This design comes from an exercise in tuning for small area, a short achievable clock period and few clock cycles on the open sky130 flow, not from production work.
Where RTL was checked, it was by simulation tests only, not by an equivalence proof against the original.
No functional check of the RTL was part of run 1.
Power figures rest on the tool's default switching activity, not on a simulated workload.

==> flow/design.v <==
module jk_uart #(
    parameter integer P    = 248,    
    parameter integer BUSY = 0,      
    parameter integer SW   = 5       
) (
    input  wire          clk,
    input  wire          clr,         
    input  wire          wr,          
    input  wire          fall,        
    input  wire          level,       
    input  wire          stp,         
    input  wire          ev,          
    input  wire [SW-1:0] s,           
    output wire          act,         
    output wire [8:0]    n_out,
    output reg           pb_valid,
    output wire [7:0]    pb_data
);
    localparam integer ARMN = P + P / 2 + 1;
    localparam integer NW   = $clog2(ARMN + 1);
    reg  [3:0]    br;      
    reg  [NW-1:0] n;       
    reg  [7:0]    acc;     
    reg           pend;    
    reg  [NW-1:0] pr;      
    assign act     = br != 4'd0;
    assign n_out   = n;
    assign pb_data = acc;
    always @(posedge clk) begin
        pb_valid <= 1'b0;
        if (clr) begin
            br   <= 4'd0;
            pend <= 1'b0;
        end else if (wr) begin
            if (fall) begin
                if (br == 4'd0 || (br == 4'd1 && BUSY == 1)) begin
                    br <= 4'd9;
                    n  <= ARMN[NW-1:0];
                end else if (br == 4'd1 && BUSY == 2 && !pend) begin
                    pend <= 1'b1;
                    pr   <= ARMN[NW-1:0] - n;
                end
            end
        end else if (stp && act) begin
            if (!ev) begin
                n <= n - s;
            end else if (br != 4'd1) begin
                acc <= {level, acc[7:1]};
                br  <= br - 1'b1;
                n   <= P[NW-1:0];
            end else begin
                pb_valid <= 1'b1;
                if (BUSY == 2 && pend) begin
                    pend <= 1'b0;
                    br   <= 4'd9;
                    n    <= pr;
                end else begin
                    br <= 4'd0;
                end
            end
        end
    end
endmodule
module jk_kbd #(
    parameter integer T_START     = 36,
    parameter integer T_ZERO      = 10,
    parameter integer T_ONE       = 22,
    parameter integer T_BYTEPAUSE = 50,
    parameter integer T_WORDPAUSE = 120,
    parameter integer SW          = 5
) (
    input  wire        clk,
    input  wire        clr,
    input  wire [17:0] keylatch,    
    input  wire        setkey,      
    input  wire [17:0] setkey_code,
    input  wire        stp,
    input  wire        ev,
    input  wire [SW-1:0] s,
    output wire        act,
    output wire [8:0]  n_out,
    output reg         stb_valid
);
    localparam [2:0] IDLE       = 3'd0,
                     START_WAIT = 3'd1,
                     BIT_WAIT   = 3'd2,
                     BYTE_PAUSE = 3'd3,
                     WORD_PAUSE = 3'd4;
    reg  [2:0]  phase;
    reg  [17:0] code;
    reg         widx;
    reg  [2:0]  bidx;
    reg  [6:0]  n;
    reg  [17:0] pend;
    wire [7:0]  word       = widx ? code[7:0] : code[15:8];
    wire [2:0]  nbidx      = bidx + 1'b1;
    wire        bit0       = word[7];
    wire        nbit       = word[3'd7 - nbidx];
    wire        poll_pend  = pend[17:16] != 2'd0;
    wire        poll_latch = keylatch[17:16] != 2'd0;
    wire [17:0] poll_code  = poll_pend ? pend : keylatch;
    wire        idle       = phase == IDLE;
    assign act   = !idle || poll_pend || poll_latch;
    assign n_out = idle ? 9'd1 : {2'b00, n};
    always @(posedge clk) begin
        stb_valid <= 1'b0;
        if (clr) begin
            phase <= IDLE;
            pend  <= 18'd0;
        end else if (setkey) begin
            if (!idle && setkey_code[17:16] != 2'd0 && setkey_code != code && !poll_pend)
                pend <= setkey_code;
        end else if (stp && act) begin
            if (!ev) begin
                n <= n - s;
            end else begin
                case (phase)
                    START_WAIT: begin
                        stb_valid <= 1'b1;
                        phase     <= BIT_WAIT;
                        bidx      <= 3'd0;
                        n         <= bit0 ? T_ONE : T_ZERO;
                    end
                    BIT_WAIT: begin
                        stb_valid <= 1'b1;
                        bidx      <= nbidx;
                        if (bidx != 3'd7) begin
                            n <= nbit ? T_ONE : T_ZERO;
                        end else if (code[17:16] == 2'd2 && !widx) begin
                            phase <= BYTE_PAUSE;
                            n     <= T_BYTEPAUSE;
                        end else begin
                            phase <= WORD_PAUSE;
                            n     <= T_WORDPAUSE;
                        end
                    end
                    BYTE_PAUSE: begin
                        widx  <= 1'b1;
                        bidx  <= 3'd0;
                        phase <= START_WAIT;
                        n     <= T_START;
                    end
                    default: begin    
                        if (poll_pend || poll_latch) begin
                            code  <= poll_code;
                            widx  <= 1'b0;
                            bidx  <= 3'd0;
                            phase <= START_WAIT;
                            n     <= T_START;
                            if (poll_pend)
                                pend <= 18'd0;
                        end else begin
                            phase <= IDLE;
                        end
                    end
                endcase
            end
        end
    end
endmodule
module jkbus_io (
    input  wire         clk,
    input  wire         rst,           
    input  wire         cmd_valid,
    output wire         cmd_ready,
    input  wire [31:0]  cmd,
    input  wire [7:0]   ext_rdata,     
    output reg          rsp_valid,     
    output wire [7:0]   rsp_data,
    output reg          ext_valid,     
    output wire         ext_we,
    output wire [1:0]   ext_dev,
    output wire [15:0]  ext_port,
    output wire [7:0]   ext_data,
    output reg          xtick_valid,   
    output wire [27:0]  xtick_count,
    output reg          reset_ev,      
    output wire [3:0]   pb_valid,      
    output wire [31:0]  pb_data,
    output wire [127:0] pb_time,
    output wire         stb_valid,     
    output wire [31:0]  stb_time
);
    localparam [7:0] PORT_IDLE = 8'hFF;
    reg  [31:0] c;
    reg  [7:0]  cx;        
    reg         cv;        
    reg         st;        
    reg  [7:0]  cr0;
    reg         cr1_7, cr2_0, cr2_2;
    reg  [3:0]  cr3_52;    
    reg  [7:0]  inlatch;
    reg  [17:0] keylatch;
    reg  [31:0] tnow;
    wire [15:0] addr = c[23:8];
    wire [7:0]  dat  = c[7:0];
    wire [1:0]  k_len = c[25:24];
    wire [7:0]  k_w0  = c[15:8];
    wire [7:0]  k_w1  = c[7:0];
    wire is_ioread   = c[31:24] == 8'h20 && c[7:0] == 8'h00;
    wire is_iowrite  = c[31:24] == 8'h30;
    wire is_setkey   = c[31:26] == 6'b100000 && c[23:16] == 8'h00 && k_len != 2'd3
                       && !(k_len == 2'd0 && (k_w0 != 8'd0 || k_w1 != 8'd0))
                       && !(k_len == 2'd1 && k_w1 != 8'd0);
    wire is_setinput = c[31:8] == 24'h900000;
    wire is_reset    = c == 32'hF0000000;
    wire m0 = addr[7:0] == 8'h04;
    wire m1 = addr[7:3] == 5'b11100;
    wire m2 = !addr[2];
    wire m3 = addr == 16'h0085;
    wire m4 = addr[7:1] == 7'b0100011;
    wire m6 = addr[15:8] == 8'h12 && addr[3:0] == 4'hD;
    wire m7 = addr[3:0] == 4'h5;
    wire w0 = m0;
    wire w1 = m1;
    wire w2 = !m1 && m2;
    wire w3 = m3;
    wire w4 = m4;
    wire w6 = m6;
    wire r6 = m6;
    wire r7 = !m1 && m7;
    wire rx = m1 || m2 || m4;       
    wire wx = rx;
    wire do_wr  = cv && is_iowrite;
    wire do_rd  = cv && is_ioread;
    wire do_rst = cv && is_reset;
    wire clr    = rst || do_rst;
    wire wr0  = do_wr && w0;
    wire wr1  = do_wr && w3;
    wire wr2  = do_wr && w4;
    localparam integer SW   = 5;
    localparam [SW-1:0] SMAX = {SW{1'b1}};
    wire [27:0]   rem     = c[27:0];
    wire          rem_big = rem[27:SW] != 0;
    wire [SW-1:0] r       = rem_big ? SMAX : rem[SW-1:0];
    wire [4:0]  act;
    wire [8:0]  n0, n1, n2, n3, n4;
    wire [8:0]  nn [0:4];
    assign nn[0] = n0; assign nn[1] = n1; assign nn[2] = n2; assign nn[3] = n3; assign nn[4] = n4;
    reg  [4:0]    hit, ev;
    reg  [SW-1:0] nmin;
    integer i, j;
    always @* begin
        for (i = 0; i < 5; i = i + 1)
            hit[i] = act[i] && nn[i][8:SW] == 0 && nn[i][SW-1:0] <= r;
        for (i = 0; i < 5; i = i + 1) begin
            ev[i] = hit[i];
            for (j = 0; j < 5; j = j + 1)
                if (j != i && hit[j] && nn[j][SW-1:0] < nn[i][SW-1:0]) ev[i] = 1'b0;
        end
        nmin = 0;
        for (i = 0; i < 5; i = i + 1)
            if (ev[i]) nmin = nmin | nn[i][SW-1:0];
    end
    wire          any_hit = hit != 5'd0;
    wire [SW-1:0] s       = any_hit ? nmin : r;
    wire          fin     = !rem_big && s == rem[SW-1:0];
    wire [4:0]    evs     = st ? ev : 5'd0;
    assign cmd_ready = !cv && !(st && (any_hit || rem_big));
    wire accept = cmd_valid && cmd_ready;
    always @(posedge clk) begin
        rsp_valid   <= 1'b0;
        ext_valid   <= 1'b0;
        xtick_valid <= 1'b0;
        reset_ev    <= 1'b0;
        if (accept) begin
            c  <= cmd;
            cx <= ext_rdata;
        end else if (st && !fin) begin
            c[27:0] <= rem - s;
        end
        if (rst) begin
            cv       <= 1'b0;
            st       <= 1'b0;
            cr0      <= 8'hFF;
            cr1_7    <= 1'b1;
            cr2_0    <= 1'b1;
            cr2_2    <= 1'b1;
            cr3_52   <= 4'd0;
            inlatch  <= 8'h00;
            keylatch <= 18'd0;
            tnow     <= 32'd0;
        end else begin
            cv <= accept && cmd[31:28] != 4'h4;
            if (accept)
                st <= cmd[31:28] == 4'h4 && cmd[27:0] != 28'd0;
            else if (st && fin)
                st <= 1'b0;
            if (accept && cmd[31:28] == 4'h4)
                xtick_valid <= 1'b1;
            if (st)
                tnow <= tnow + s;
            if (do_wr) begin
                if (w0) cr0 <= dat;
                if (w3) cr1_7 <= dat[7];
                if (w4) begin cr2_0 <= dat[0]; cr2_2 <= dat[2]; end
                if (w6) cr3_52 <= dat[5:2];
                if (wx) ext_valid <= 1'b1;
            end
            if (do_rd) begin
                rsp_valid <= 1'b1;
                if (rx) ext_valid <= 1'b1;
            end
            if (cv && is_setkey)
                keylatch <= {k_len, k_w0, k_w1};
            if (cv && is_setinput)
                inlatch <= dat;
            if (do_rst) begin
                cr0      <= 8'hFF;
                cr1_7    <= 1'b1;
                cr2_0    <= 1'b1;
                cr2_2    <= 1'b1;
                cr3_52   <= 4'd0;
                reset_ev <= 1'b1;
            end
        end
    end
    assign xtick_count = c[27:0];
    assign ext_we      = c[28];
    assign ext_port    = addr;
    assign ext_data    = c[28] ? dat : cx;
    assign ext_dev     = m1 ? 2'd1 : m2 ? 2'd0 : 2'd2;
    assign rsp_data    = rx ? cx : m0 ? cr0 : r6 ? {2'b00, cr3_52, 2'b00} : r7 ? inlatch : PORT_IDLE;
    assign pb_time     = {tnow, tnow, tnow, tnow};
    assign stb_time    = tnow;
    jk_uart #(.P(248), .BUSY(0), .SW(SW)) u_uart0 (
        .clk(clk), .clr(clr), .wr(wr0), .fall(cr0[1] && !dat[1]), .level(cr0[1]),
        .stp(st), .ev(evs[0]), .s(s), .act(act[0]), .n_out(n0),
        .pb_valid(pb_valid[0]), .pb_data(pb_data[7:0]));
    jk_uart #(.P(337), .BUSY(2), .SW(SW)) u_uart1 (
        .clk(clk), .clr(clr), .wr(wr1), .fall(cr1_7 && !dat[7]), .level(cr1_7),
        .stp(st), .ev(evs[1]), .s(s), .act(act[1]), .n_out(n1),
        .pb_valid(pb_valid[1]), .pb_data(pb_data[15:8]));
    jk_uart #(.P(29), .BUSY(1), .SW(SW)) u_uart2 (
        .clk(clk), .clr(clr), .wr(wr2), .fall(cr2_0 && !dat[0]), .level(cr2_0),
        .stp(st), .ev(evs[2]), .s(s), .act(act[2]), .n_out(n2),
        .pb_valid(pb_valid[2]), .pb_data(pb_data[23:16]));
    jk_uart #(.P(13), .BUSY(2), .SW(SW)) u_uart3 (
        .clk(clk), .clr(clr), .wr(wr2), .fall(cr2_2 && !dat[2]), .level(cr2_2),
        .stp(st), .ev(evs[3]), .s(s), .act(act[3]), .n_out(n3),
        .pb_valid(pb_valid[3]), .pb_data(pb_data[31:24]));
    jk_kbd #(.T_START(36), .T_ZERO(10), .T_ONE(22), .T_BYTEPAUSE(50), .T_WORDPAUSE(120), .SW(SW)) u_kbd (
        .clk(clk), .clr(clr), .keylatch(keylatch),
        .setkey(cv && is_setkey), .setkey_code({k_len, k_w0, k_w1}),
        .stp(st), .ev(evs[4]), .s(s), .act(act[4]), .n_out(n4),
        .stb_valid(stb_valid));
endmodule
==> flow/run.sh <==
#!/bin/bash
# synth_recipe.tcl (not shown) runs the flow's synth.tcl, then flattens the netlist and writes it again
# the make line also repeats each setting of config.mk as NAME=value (left out here)
make -C /OpenROAD-flow-scripts/flow DESIGN_CONFIG=/design/flow/config.mk WORK_HOME=/design/flow/orfs CLKGATE_MAP_FILE= SYNTH_SCRIPT=/design/flow/synth_recipe.tcl finish
==> flow/config.mk <==
export PLATFORM = sky130hd
export DESIGN_NAME = jkbus_io
export DESIGN_NICKNAME = jkbus_io
export VERILOG_FILES = /design/flow/design.v
export SDC_FILE = /design/flow/constraint.sdc
export NUM_CORES = 4
export LEC_CHECK = 0
export CAP_MARGIN = 20
export CORE_MARGIN = 2
export CORE_UTILIZATION = 35
export PLACE_DENSITY = 0.6
export SLEW_MARGIN = 20
==> flow/constraint.sdc <==
create_clock -name core_clock -period 8.0 [get_ports {clk}]
set_input_delay 1.6000 -clock core_clock [delete_from_list [all_inputs] [get_ports {clk}]]
set_output_delay 1.6000 -clock core_clock [all_outputs]
set_load 0.01 [all_outputs]
==> impl_results.rst, run 1 <==
.. list-table::
   :header-rows: 1

   * - Metric
     - Value
   * - Status
     - finished clean
   * - Inserted Clock Buffers
     - 31
   * - Mean post-synth cell area
     - 9.45 µm²
   * - Number of optimization iterations in the first detailed-route pass
     - 5
   * - Worst slack, placed
     - 439 ps
   * - Total number of clock tree sinks
     - 267
   * - I/O Buffers
     - 307
   * - Internal power consumption
     - 2.52 mW
   * - Post-synth cell types
     - 86
   * - Net Sw Frac
     - 24.2%
   * - Total non-filler cell area in the finished layout
     - 21200 µm²
   * - Synth-to-layout area growth
     - 22.0%
   * - Pin count of the biggest net entering global routing
     - 67
   * - Io pins
     - 308
   * - Fraction of final layout cells sized beyond drive strength 1
     - 9.00%
   * - Setup Buffers After CTS
     - 0
   * - Switching power
     - 803 µW
   * - Worst-case clock skew
     - 16.0 ps
   * - Asr flop ratio synth
     - 0%
   * - Max-cap violation count
     - 0
   * - Total Negative Setup Slacks
     - 0 ps
   * - #FFs+latches synth
     - 267
   * - Final Util
     - 43.3%
   * - Worst-case register-to-register setup slack
     - 480 ps
   * - Max Buffers Root-to-Sink
     - 3
   * - Vias per inst
     - 5.33
   * - Max H-tree Level
     - 1
   * - Least-Margin Pin Slew
     - 1010 ps
   * - Number of nets at the end of the flow
     - 2137
   * - Core footprint
     - 49000 µm²
   * - CTS clock-pin slew for the worst setup and hold paths
     - 60 ps
   * - Min Tclk post-route
     - 7520 ps
   * - Net count after synthesis
     - 1999
   * - Post-synthesis cell count
     - 1838
   * - Hold/Removal Path Class
     - reg -> reg
   * - CTS tree
     - done
   * - Antenna diode count
     - 0
   * - Cell area after synthesis
     - 17400 µm²
   * - Hold Violations, Final
     - 0
   * - Effective utilization at floorplan
     - 35.5%
   * - Via count
     - 14200
   * - Worst supply voltage drop on vdd
     - 0.174 mV
   * - Number of antenna violations at the first check in global routing
     - 0
   * - Worst skew pair latency
     - 590 ps
   * - Antenna-violating nets left
     - 0
   * - Setup slack of the critical path after layout
     - 484 ps
   * - Initial detailed-routing violation count
     - 945
   * - DP Area
     - 20000 µm²
   * - Routability congestion estimate
     - 0.934
   * - Fill cell instance count of the final layout
     - 4686
   * - Worst setup path category
     - reg -> reg
   * - Total Die Area
     - 51400 µm²
   * - Worst hold slack after final layout
     - 448 ps
   * - Detailed-placement wirelength estimate
     - 39700 µm
   * - Most frequently used flop master after synthesis
     - sky130_fd_sc_hd__edfxtp_1
   * - Number of pins with negative max-slew slack in the final report
     - 0
   * - Fraction of power consumed by combinational cells
     - 9.1%
   * - Share of the clock period used by the worst path after layout
     - 93.9%
   * - Register area
     - 6790 µm²
   * - Relative slew margins
     - 32.3%
   * - Cell at the root of the clock tree
     - sky130_fd_sc_hd__clkbuf_16
   * - Final setup violating endpoints
     - 0
   * - Lkg Pwr
     - 7.96 nW
   * - DIE WIDTH
     - 227 µm
   * - Critical Path AT
     - 7830 ps
   * - Crit end category
     - register
   * - Standard-cell rows
     - 81
   * - Pwr per Cell Area
     - 157 nW/µm²
   * - Number of global-route vias before repair
     - 13600
   * - Critical path startpoint category
     - register
   * - DRC violation count after routing
     - 0
   * - First-pass GRT wire length
     - 81100 µm
   * - Fmax
     - 133 MHz
   * - Die Y-Extent
     - 227 µm
   * - Wire per inst
     - 20.2 µm
   * - Remaining global-route overflow
     - 0
   * - Routed WL
     - 53700 µm
   * - Master of the slowest instance on the critical path
     - sky130_fd_sc_hd__or4_1
   * - Area taken by multi-input logic gates
     - 8720 µm²
   * - Maximum fanout along the worst path
     - 8
   * - Sequential share of power
     - 44.8%
   * - Synth warn
     - 6
   * - Sequential share of the synthesized area
     - 39.1%
   * - Total routing resource utilization after global routing
     - 20.3%
   * - Delay of the slowest cell on the worst path
     - 650 ps
   * - RSZ-0062 raised after global routing
     - false
   * - Cell seen most often among critical-path stages
     - sky130_fd_sc_hd__nand2_1
   * - Share of total power in the clock network
     - 46.2%
   * - Number of synthesized flops with an enable pin
     - 144
   * - Data required, critical path
     - 8310 ps
[worst max-delay path: cells and delay by family (launching register included)]
family,cells,cell delay (ps)
AO/OA/AOI/OAI,8,1410
XOR/XNOR,1,150
adder cells (fa/ha/maj),3,830
buffers and inverters,2,250
flip-flops,1,450
multiplexers,1,170
AND/OR/NAND/NOR,14,3980
[final cells by class]
| class | count | area share (%) |
|---|---|---|
| clock buffers | 44 | 4.63 |
| inverters | 61 | 1.08 |
| multi-input cells | 1252 | 41.2 |
| clock inverters | 14 | 0.667 |
| repair buffers | 363 | 16.5 |
| well taps | 664 | 3.92 |
| flip-flops and latches | 267 | 32.0 |
[routing by layer]
| metal | part of all wire (%) | GRT usage (%) | up-vias |
|---|---|---|---|
| met5 | 0 | 0 | - |
| met1 | 44 | 27.5 | 6851 |
| met3 | 6.0 | 3.15 | 100 |
| met4 | 3.4 | 6.83 | 0 |
| li1 | - | - | 6749 |
| met2 | 47 | 32.9 | 493 |
[cell usage in the layout, fill, tap and decap left out, types with 22 or more instances in the layout]
master / count
sky130_fd_sc_hd__nor2_1: 175
sky130_fd_sc_hd__nand2_1: 123
sky130_fd_sc_hd__nand3_1: 45
sky130_fd_sc_hd__nor4_1: 22
sky130_fd_sc_hd__xor2_1: 46
sky130_fd_sc_hd__mux2i_1: 37
sky130_fd_sc_hd__mux2_2: 27
sky130_fd_sc_hd__o21ai_0: 79
sky130_fd_sc_hd__nor3_1: 50
sky130_fd_sc_hd__clkdlybuf4s50_1: 306
sky130_fd_sc_hd__xnor2_1: 68
sky130_fd_sc_hd__clkbuf_16: 36
sky130_fd_sc_hd__inv_1: 59
sky130_fd_sc_hd__buf_4: 56
sky130_fd_sc_hd__and3_1: 24
sky130_fd_sc_hd__edfxtp_1: 144
sky130_fd_sc_hd__dfxtp_1: 123
sky130_fd_sc_hd__a21oi_1: 81
sky130_fd_sc_hd__ha_1: 111
sky130_fd_sc_hd__nor2b_1: 29
sky130_fd_sc_hd__a21o_1: 26
[synth_stat cells (all sizes together), types with 17 or more instances]
cell / number / area (µm²)
nand3: 46 / 235
nor4: 28 / 209
o21ai: 80 / 400
xor2: 46 / 403
mux2i: 37 / 370
mux2: 27 / 304
inv: 61 / 229
buf: 196 / 1430
and2: 20 / 125
nand2b: 17 / 106
a21o: 26 / 195
clkbuf: 62 / 233
xnor2: 68 / 596
nand2: 123 / 462
or3: 17 / 111
a21oi: 81 / 405
a22o: 18 / 158
nor3: 52 / 265
edfxtp: 144 / 4320
and3: 24 / 150
dfxtp: 123 / 2460
nor2: 179 / 693
nor2b: 29 / 181
nand4: 18 / 113
ha: 111 / 1390
[sequential cells by signal, indices dropped and copies added, names as in the netlist, 7 cells and up]
name and count:
u_uart2.acc 8, u_uart1.n 9, c 32, u_kbd.n 7, tnow 32, inlatch 8
u_kbd.code 18, u_kbd.pend 18, u_uart0.acc 8, u_uart3.acc 8, u_uart1.pr 9, cr0 8
u_uart1.acc 8, u_uart0.n 9, keylatch 18, cx 8
[power groups by stage]
stage	Sequential (mW)	Clock, mW	Combinational [mW]
final	1.49	1.53	0.301
after global placement	1.51	0	0.300
after CTS	1.49	1.56	0.301
after global routing	1.49	1.62	0.318
after floorplan	1.50	0	0.174
after detailed placement	1.52	0	0.299
[repair_timing]
item,in CTS,in global routing
hold buffers,0,0
gates resized for setup,0,1
setup endpoints to repair,0,2
[final timing paths]
check,start,to,depth (start not counted)
max,c[26]$_DFFE_PP_,c[22]$_DFFE_PP_,29
min,u_uart0.acc[1]$_DFFE_PP_,u_uart0.acc[0]$_DFFE_PP_,0
max reg2reg,c[26]$_DFFE_PP_,c[22]$_DFFE_PP_,29
min reg2reg,u_uart0.acc[1]$_DFFE_PP_,u_uart0.acc[0]$_DFFE_PP_,0
[cells by family (layout without fill, tap and decap cells)]
group	after synthesis	after routing	synth area share (%)
DFF	267	267	39.1
xor gates and xnor gates	114	114	5.75
muxes	68	68	4.40
and+or+nand+nor	607	607	17.8
AOI/OAI and AO/OA	344	344	13.2
buffers and inverters	319	482	10.9
adders and majority gates	119	119	8.86
[metrics by stage]
step           total power, mW  std cells
4_1_cts                   3.35       2665
5_1_grt                   3.43       2665
3_5_place_dp              1.81       2607
2_1_floorplan             1.68       1838
3_3_place_gp              1.81       2607
6_report                  3.32       2665
==> run 2: changes to the inputs <==
--- a/flow/design.v
+++ b/flow/design.v
@@ -1,6 +1,5 @@
 module jk_uart #(
     parameter integer P    = 248,    
-    parameter integer BUSY = 0,      
-    parameter integer SW   = 5       
+    parameter integer BUSY = 0       
 ) (
     input  wire          clk,
@@ -11,5 +10,5 @@
     input  wire          stp,         
     input  wire          ev,          
-    input  wire [SW-1:0] s,           
+    input  wire [8:0]    s,           
     output wire          act,         
     output wire [8:0]    n_out,
@@ -23,5 +22,5 @@
     reg  [7:0]    acc;     
     reg           pend;    
-    reg  [NW-1:0] pr;      
+    reg  [NW-1:0] pn;      
     assign act     = br != 4'd0;
     assign n_out   = n;
@@ -39,10 +38,11 @@
                 end else if (br == 4'd1 && BUSY == 2 && !pend) begin
                     pend <= 1'b1;
-                    pr   <= ARMN[NW-1:0] - n;
+                    pn   <= ARMN[NW-1:0];
                 end
             end
         end else if (stp && act) begin
             if (!ev) begin
-                n <= n - s;
+                n <= n - s[NW-1:0];
+                if (BUSY == 2) pn <= pn - s[NW-1:0];
             end else if (br != 4'd1) begin
                 acc <= {level, acc[7:1]};
@@ -54,5 +54,5 @@
                     pend <= 1'b0;
                     br   <= 4'd9;
-                    n    <= pr;
+                    n    <= pn - n;
                 end else begin
                     br <= 4'd0;
@@ -67,6 +67,5 @@
     parameter integer T_ONE       = 22,
     parameter integer T_BYTEPAUSE = 50,
-    parameter integer T_WORDPAUSE = 120,
-    parameter integer SW          = 5
+    parameter integer T_WORDPAUSE = 120
 ) (
     input  wire        clk,
@@ -77,5 +76,5 @@
     input  wire        stp,
     input  wire        ev,
-    input  wire [SW-1:0] s,
+    input  wire [8:0]  s,
     output wire        act,
     output wire [8:0]  n_out,
@@ -113,5 +112,5 @@
         end else if (stp && act) begin
             if (!ev) begin
-                n <= n - s;
+                n <= n - s[6:0];
             end else begin
                 case (phase)
@@ -213,13 +212,14 @@
     wire m7 = addr[3:0] == 4'h5;
     wire w0 = m0;
-    wire w1 = m1;
-    wire w2 = !m1 && m2;
-    wire w3 = m3;
-    wire w4 = m4;
-    wire w6 = m6;
-    wire r6 = m6;
-    wire r7 = !m1 && m7;
-    wire rx = m1 || m2 || m4;       
-    wire wx = rx;
+    wire w1 = !m0 && m1;
+    wire w2 = !m0 && !m1 && m2;
+    wire w3 = !m0 && !m1 && !m2 && m3;
+    wire w4 = !m0 && !m1 && !m2 && !m3 && m4;
+    wire w6 = !m0 && !m1 && !m2 && !m3 && !m4 && addr[7:0] != 8'h4C && m6;
+    wire r4 = !m0 && !m1 && !m2 && m4;
+    wire r6 = !m0 && !m1 && !m2 && !m4 && m6;
+    wire r7 = !m0 && !m1 && !m2 && !m4 && !m6 && m7;
+    wire rx = !m0 && (m1 || m2 || m4);       
+    wire wx = !m0 && (m1 || m2 || (!m3 && m4));
     wire do_wr  = cv && is_iowrite;
     wire do_rd  = cv && is_ioread;
@@ -229,33 +229,33 @@
     wire wr1  = do_wr && w3;
     wire wr2  = do_wr && w4;
-    localparam integer SW   = 5;
-    localparam [SW-1:0] SMAX = {SW{1'b1}};
-    wire [27:0]   rem     = c[27:0];
-    wire          rem_big = rem[27:SW] != 0;
-    wire [SW-1:0] r       = rem_big ? SMAX : rem[SW-1:0];
+    wire [27:0] rem = c[27:0];
+    wire        rem_big = rem[27:9] != 19'd0;
     wire [4:0]  act;
     wire [8:0]  n0, n1, n2, n3, n4;
     wire [8:0]  nn [0:4];
     assign nn[0] = n0; assign nn[1] = n1; assign nn[2] = n2; assign nn[3] = n3; assign nn[4] = n4;
-    reg  [4:0]    hit, ev;
-    reg  [SW-1:0] nmin;
+    reg  [4:0]  hit, ev;
+    reg         fin;
+    reg  [8:0]  nmin;
     integer i, j;
     always @* begin
         for (i = 0; i < 5; i = i + 1)
-            hit[i] = act[i] && nn[i][8:SW] == 0 && nn[i][SW-1:0] <= r;
+            hit[i] = act[i] && (rem_big || nn[i] <= rem[8:0]);
         for (i = 0; i < 5; i = i + 1) begin
             ev[i] = hit[i];
             for (j = 0; j < 5; j = j + 1)
-                if (j != i && hit[j] && nn[j][SW-1:0] < nn[i][SW-1:0]) ev[i] = 1'b0;
+                if (j != i && hit[j] && nn[j] < nn[i]) ev[i] = 1'b0;
+        end
+        nmin = 9'd0;
+        fin  = hit == 5'd0;
+        for (i = 0; i < 5; i = i + 1) begin
+            if (ev[i]) nmin = nmin | nn[i];
+            if (ev[i] && !rem_big && nn[i] == rem[8:0]) fin = 1'b1;
         end
-        nmin = 0;
-        for (i = 0; i < 5; i = i + 1)
-            if (ev[i]) nmin = nmin | nn[i][SW-1:0];
     end
-    wire          any_hit = hit != 5'd0;
-    wire [SW-1:0] s       = any_hit ? nmin : r;
-    wire          fin     = !rem_big && s == rem[SW-1:0];
-    wire [4:0]    evs     = st ? ev : 5'd0;
-    assign cmd_ready = !cv && !(st && (any_hit || rem_big));
+    wire        any_hit = hit != 5'd0;
+    wire [27:0] s       = any_hit ? {19'd0, nmin} : rem;
+    wire [4:0]  evs     = st ? ev : 5'd0;
+    assign cmd_ready = !cv && !(st && any_hit);
     wire accept = cmd_valid && cmd_ready;
     always @(posedge clk) begin
@@ -268,5 +268,5 @@
             cx <= ext_rdata;
         end else if (st && !fin) begin
-            c[27:0] <= rem - s;
+            c[27:0] <= rem - {19'd0, nmin};
         end
         if (rst) begin
@@ -320,28 +320,28 @@
     assign ext_port    = addr;
     assign ext_data    = c[28] ? dat : cx;
-    assign ext_dev     = m1 ? 2'd1 : m2 ? 2'd0 : 2'd2;
+    assign ext_dev     = (c[28] ? w1 : !m0 && m1) ? 2'd1 : m2 ? 2'd0 : 2'd2;
     assign rsp_data    = rx ? cx : m0 ? cr0 : r6 ? {2'b00, cr3_52, 2'b00} : r7 ? inlatch : PORT_IDLE;
     assign pb_time     = {tnow, tnow, tnow, tnow};
     assign stb_time    = tnow;
-    jk_uart #(.P(248), .BUSY(0), .SW(SW)) u_uart0 (
+    jk_uart #(.P(248), .BUSY(0)) u_uart0 (
         .clk(clk), .clr(clr), .wr(wr0), .fall(cr0[1] && !dat[1]), .level(cr0[1]),
-        .stp(st), .ev(evs[0]), .s(s), .act(act[0]), .n_out(n0),
+        .stp(st), .ev(evs[0]), .s(s[8:0]), .act(act[0]), .n_out(n0),
         .pb_valid(pb_valid[0]), .pb_data(pb_data[7:0]));
-    jk_uart #(.P(337), .BUSY(2), .SW(SW)) u_uart1 (
+    jk_uart #(.P(337), .BUSY(2)) u_uart1 (
         .clk(clk), .clr(clr), .wr(wr1), .fall(cr1_7 && !dat[7]), .level(cr1_7),
-        .stp(st), .ev(evs[1]), .s(s), .act(act[1]), .n_out(n1),
+        .stp(st), .ev(evs[1]), .s(s[8:0]), .act(act[1]), .n_out(n1),
         .pb_valid(pb_valid[1]), .pb_data(pb_data[15:8]));
-    jk_uart #(.P(29), .BUSY(1), .SW(SW)) u_uart2 (
+    jk_uart #(.P(29), .BUSY(1)) u_uart2 (
         .clk(clk), .clr(clr), .wr(wr2), .fall(cr2_0 && !dat[0]), .level(cr2_0),
-        .stp(st), .ev(evs[2]), .s(s), .act(act[2]), .n_out(n2),
+        .stp(st), .ev(evs[2]), .s(s[8:0]), .act(act[2]), .n_out(n2),
         .pb_valid(pb_valid[2]), .pb_data(pb_data[23:16]));
-    jk_uart #(.P(13), .BUSY(2), .SW(SW)) u_uart3 (
+    jk_uart #(.P(13), .BUSY(2)) u_uart3 (
         .clk(clk), .clr(clr), .wr(wr2), .fall(cr2_2 && !dat[2]), .level(cr2_2),
-        .stp(st), .ev(evs[3]), .s(s), .act(act[3]), .n_out(n3),
+        .stp(st), .ev(evs[3]), .s(s[8:0]), .act(act[3]), .n_out(n3),
         .pb_valid(pb_valid[3]), .pb_data(pb_data[31:24]));
-    jk_kbd #(.T_START(36), .T_ZERO(10), .T_ONE(22), .T_BYTEPAUSE(50), .T_WORDPAUSE(120), .SW(SW)) u_kbd (
+    jk_kbd #(.T_START(36), .T_ZERO(10), .T_ONE(22), .T_BYTEPAUSE(50), .T_WORDPAUSE(120)) u_kbd (
         .clk(clk), .clr(clr), .keylatch(keylatch),
         .setkey(cv && is_setkey), .setkey_code({k_len, k_w0, k_w1}),
-        .stp(st), .ev(evs[4]), .s(s), .act(act[4]), .n_out(n4),
+        .stp(st), .ev(evs[4]), .s(s[8:0]), .act(act[4]), .n_out(n4),
         .stb_valid(stb_valid));
 endmodule
==> impl_results.rst, run 2 <==
.. list-table::
   :header-rows: 1

   * - Metric
     - Value
   * - Status
     - finished clean (unchanged)
   * - Synth warn
     - 6 (unchanged)
   * - DIE WIDTH
     - 242 µm (was 227 µm)
   * - First-pass GRT wire length
     - 101000 µm (was 81100 µm)
   * - Share of the clock period used by the worst path after layout
     - 89.5% (was 93.9%)
   * - Crit Reg-Reg Startpoint
     - c[2]$_DFFE_PP_ (was c[26]$_DFFE_PP_)
   * - Core footprint
     - 56200 µm² (was 49000 µm²)
   * - Critical path startpoint category
     - register (unchanged)
   * - Most common cell after layout, fill and taps aside
     - sky130_fd_sc_hd__clkdlybuf4s50_1 (unchanged)
   * - Post-cts resize count
     - 0 (unchanged)
   * - Largest registers
     - c x32, tnow x32 (unchanged)
   * - Final Util
     - 42.2% (was 43.3%)
   * - Mux cell area share after synthesis
     - 3.82% (was 4.40%)
   * - Max Buffers Root-to-Sink
     - 3 (unchanged)
   * - Cell area after synthesis
     - 19800 µm² (was 17400 µm²)
   * - Inserted Clock Buffers
     - 34 (was 31)
   * - Final setup violating endpoints
     - 0 (unchanged)
   * - Routability congestion estimate
     - 0.979 (was 0.934)
   * - Routed WL
     - 67400 µm (was 53700 µm)
   * - Number of pins with negative max-slew slack in the final report
     - 0 (unchanged)
   * - Total routing resource utilization after global routing
     - 22.2% (was 20.3%)
   * - Area share of and/or/nand/nor cells after synthesis
     - 16.3% (was 17.8%)
   * - Number of hold-repair buffers added at the cts stage
     - 0 (unchanged)
   * - Worst-case register-to-register setup slack
     - 840 ps (was 480 ps)
   * - Wire per inst
     - 21.9 µm (was 20.2 µm)
   * - End point of the critical path
     - tnow[31]$_SDFFE_PP0P_ (was c[22]$_DFFE_PP_)
   * - Antenna diode count
     - 0 (unchanged)
   * - Synth top area share
     - 21.8% (was 24.9%)
   * - Detailed-placement wirelength estimate
     - 50600 µm (was 39700 µm)
   * - Fraction of final layout cells sized beyond drive strength 1
     - 6.91% (was 9.00%)
   * - Post-synthesis share of cell area spent on xor and xnor gates
     - 5.26% (was 5.75%)
   * - Number of optimization iterations in the first detailed-route pass
     - 5 (unchanged)
   * - Die Y-Extent
     - 242 µm (was 227 µm)
   * - Area taken by multi-input logic gates
     - 10900 µm² (was 8720 µm²)
   * - Maximum fanout along the worst path
     - 14 (was 8)
   * - Max-cap violation count
     - 0 (unchanged)
   * - Crit end category
     - register (unchanged)
   * - Worst supply voltage drop on vdd
     - 0.121 mV (was 0.174 mV)
   * - Critical Path AT
     - 7610 ps (was 7830 ps)
   * - Cell at the root of the clock tree
     - sky130_fd_sc_hd__clkbuf_16 (unchanged)
   * - Pin count of the biggest net entering global routing
     - 66 (was 67)
   * - Delay of the slowest cell on the worst path
     - 640 ps (was 650 ps)
   * - Total stage count of the critical path
     - 23 (was 29)
   * - Number of antenna violations at the first check in global routing
     - 2 (was 0)
   * - Effective utilization at floorplan
     - 35.3% (was 35.5%)
   * - CTS clock-pin slew for the worst setup and hold paths
     - 60 ps (about the same)
   * - Leading cell types by count after synthesis
     - 202 x sky130_fd_sc_hd__ha_1, 202 x sky130_fd_sc_hd__nor2_1, 177 x sky130_fd_sc_hd__buf_4 (was 179 x sky130_fd_sc_hd__buf_4, 176 x sky130_fd_sc_hd__nor2_1, 144 x sky130_fd_sc_hd__edfxtp_1)
   * - Cell Chain, Critical Path
     - inv_1 > ha_1 > and4_1 > and3b_1 > a2111o_1 > a32oi_1 > a32oi_1 > and4b_1 > a22oi_1 > o211ai_1 > a21oi_1 > inv_1 > ha_1 > a21o_1 > a21o_1 > a2111o_1 > a221o_1 > a221o_1 > a21oi_1 > o31ai_1 > a221oi_2 > nor2_1 > mux2_2
   * - Data required, critical path
     - 8450 ps (was 8310 ps)
   * - Asr flop ratio synth
     - 0% (unchanged)
   * - Leading cell types in the layout, fill and taps excluded
     - 306 x sky130_fd_sc_hd__clkdlybuf4s50_1, 202 x sky130_fd_sc_hd__ha_1, 200 x sky130_fd_sc_hd__nor2_1 (was 306 x sky130_fd_sc_hd__clkdlybuf4s50_1, 175 x sky130_fd_sc_hd__nor2_1, 144 x sky130_fd_sc_hd__edfxtp_1)
   * - Mean post-synth cell area
     - 9.15 µm² (was 9.45 µm²)
   * - Post-synthesis cell count
     - 2165 (was 1838)
   * - Pwr per Cell Area
     - 158 nW/µm² (was 157 nW/µm²)
   * - Master of the slowest instance on the critical path
     - sky130_fd_sc_hd__edfxtp_1 (was sky130_fd_sc_hd__or4_1)
   * - Initial detailed-routing violation count
     - 1517 (was 945)
   * - #FFs+latches synth
     - 267 (unchanged)
   * - DRC violation count after routing
     - 0 (unchanged)
   * - Antenna-violating nets left
     - 0 (unchanged)
   * - Remaining global-route overflow
     - 0 (unchanged)
   * - Sequential share of the synthesized area
     - 34.2% (was 39.1%)
   * - RSZ-0062 raised after global routing
     - false (unchanged)
   * - Total Die Area
     - 58500 µm² (was 51400 µm²)
   * - CTS tree
     - done (unchanged)
   * - Lkg Pwr
     - 9.41 nW (was 7.96 nW)
   * - Setup Buffers After CTS
     - 0 (unchanged)
   * - Worst-case clock skew
     - 27.9 ps (was 16.0 ps)
   * - Least-Margin Pin Slew
     - 1070 ps (was 1010 ps)
   * - Max H-tree Level
     - 2 (was 1)
   * - Count of cells along the worst register-to-register path
     - 23 (was 29)
   * - Endpoint of the lowest-slack register-to-register path
     - tnow[31]$_SDFFE_PP0P_ (was c[22]$_DFFE_PP_)
   * - Net count after synthesis
     - 2421 (was 1999)
   * - Arithmetic-cell share of the synthesized area counting full adders, half adders and majority gates
     - 13.9% (was 8.86%)
   * - Io pins
     - 308 (unchanged)
   * - Fmax
     - 140 MHz (was 133 MHz)
   * - Hold/Removal Path Class
     - reg -> reg (unchanged)
   * - Worst skew pair latency
     - 580 ps (was 590 ps)
   * - Critical Path Start
     - c[2]$_DFFE_PP_ (was c[26]$_DFFE_PP_)
   * - Main combinational cell family by area after synthesis
     - simple AND/OR/NAND/NOR gates (unchanged)
   * - Post-synth cell types
     - 89 (was 86)
   * - Relative slew margins
     - 28.4% (was 32.3%)
   * - Number of nets at the end of the flow
     - 2545 (was 2137)
   * - Total number of clock tree sinks
     - 267 (unchanged)
   * - Fill cell instance count of the final layout
     - 5513 (was 4686)
   * - Top post-synthesis cells by area
     - sky130_fd_sc_hd__edfxtp_1 22%, sky130_fd_sc_hd__ha_1 13%, sky130_fd_sc_hd__dfxtp_1 12%, sky130_fd_sc_hd__buf_4 6.7%, sky130_fd_sc_hd__a21oi_1 3.8% (was sky130_fd_sc_hd__edfxtp_1 25%, sky130_fd_sc_hd__dfxtp_1 14%, sky130_fd_sc_hd__ha_1 8.0%, sky130_fd_sc_hd__buf_4 7.7%, sky130_fd_sc_hd__nor2_1 3.8%)
   * - Number of global-route vias before repair
     - 16300 (was 13600)
   * - I/O Buffers
     - 307 (unchanged)
   * - Min Tclk post-route
     - 7160 ps (was 7520 ps)
   * - Cell class contributing the biggest share of worst-path delay
     - compound AO/OA/AOI/OAI gates (was simple AND/OR/NAND/NOR gates)
   * - Standard-cell rows
     - 87 (was 81)
   * - Synth-to-layout area growth
     - 19.5% (was 22.0%)
   * - Hold Violations, Final
     - 0 (unchanged)
   * - Area fraction in compound gates after synthesis
     - 15.9% (was 13.2%)
   * - Number of synthesized flops with an enable pin
     - 144 (unchanged)
   * - Via count
     - 16900 (was 14200)
   * - Total Negative Setup Slacks
     - 0 ps (unchanged)
   * - Worst setup path category
     - reg -> reg (unchanged)
   * - Number of buffer and inverter instances along the worst setup path
     - 2 (unchanged)
   * - Register area
     - 6790 µm² (about the same)
   * - Most frequently used flop master after synthesis
     - sky130_fd_sc_hd__edfxtp_1 (unchanged)
   * - Vias per inst
     - 5.49 (was 5.33)
   * - Library cell with the largest summed area after synthesis
     - sky130_fd_sc_hd__edfxtp_1 (unchanged)
## run 2: per-layer routing
layer,vias up,global-route usage (%),routed length (µm)
li1,7841,-,-
met1,8165,29.9,29700
met2,693,34.9,30000
met3,154,4.87,5030
met4,4,8.32,2520
met5,-,0,32
## run 2: stage by stage
step	hold WS, ps	std cells	power (mW)	setup slack [ps]	instance area (µm²)
6_report	448	3071	3.75	841	23700
4_1_cts	450	3071	3.78	920	23700
3_5_place_dp	435	3009	2.11	960	22500
3_3_place_gp	431	3009	2.10	1060	22500
2_1_floorplan	430	2165	1.89	942	19800
5_1_grt	464	3071	3.88	457	23700
## run 2: power by group
part	switching [mW]	total [mW]	internal, mW
sequential	0.0360	1.51	1.47
combinational	0.331	0.583	0.252
clock	0.656	1.66	1.00
## run 2: final cells by class
class	instances	share of cell area [%]
Tap cell	756	3.99
Multi-Input combinational cell	1523	46.2
Sequential cell	267	28.7
Clock buffer	49	4.17
Clock inverter	13	0.909
Inverter	117	1.85
Timing Repair Buffer	346	14.2
## run 2: worst min path at each step
stage                              from                  endpoint  slack [ps]  depth (start not counted)
2_1_floorplan        cr1_7$_SDFFE_PP1P_  u_uart1.acc[7]$_DFFE_PP_         430                          0
6_report       u_uart2.acc[5]$_DFFE_PP_  u_uart2.acc[4]$_DFFE_PP_         450                          0
3_3_place_gp   u_uart3.acc[6]$_DFFE_PP_  u_uart3.acc[5]$_DFFE_PP_         430                          0
4_1_cts        u_uart2.acc[5]$_DFFE_PP_  u_uart2.acc[4]$_DFFE_PP_         450                          0
5_1_grt        u_uart0.acc[2]$_DFFE_PP_  u_uart0.acc[1]$_DFFE_PP_         460                          0
3_5_place_dp   u_uart2.acc[5]$_DFFE_PP_  u_uart2.acc[4]$_DFFE_PP_         440                          0
## run 2: cells by family after synthesis
group	Yosys count
simple gates	637
compound gates	487
buf+inv	375
flops	267
fa+ha+maj	213
xor+xnor	119
mux	67
Testbench counts of run 2, summed over its fixed seeds: cycles 316,818.

static timing again, ports no longer ideal:
How much do the figures lean on ideal ports? The routed layouts below were timed once more, with nothing changed but the port constraints.
Step 1 assumes that a clkbuf_16 drives the clock port and a buf_2 every other input.
Step 2 adds t to the input delays and takes it off the output delays; t is the mean of the earliest and latest rising clock arrival at the registers after step 1. Input paths then give back, and output paths get back, about the clock's delay inside the block.
Three values: ideal, step 1, step 2; two values: the first two.
| run | t, ns | slack for setup (ns) | worst setup path after step 2 | slew at the worst register clock pin (ns) | worst data-port slew with drivers (ns) |
|---|---|---|---|---|---|
| run 1 | 0.642 | 0.484 / 0.484 / 0.484 | register to register | 0.06 / 0.06 | 0.05 |
| run 2 | 0.619 | 0.841 / 0.841 / 0.841 | register to register | 0.07 / 0.07 | 0.07 |
After both steps setup and hold are still met in every run listed.
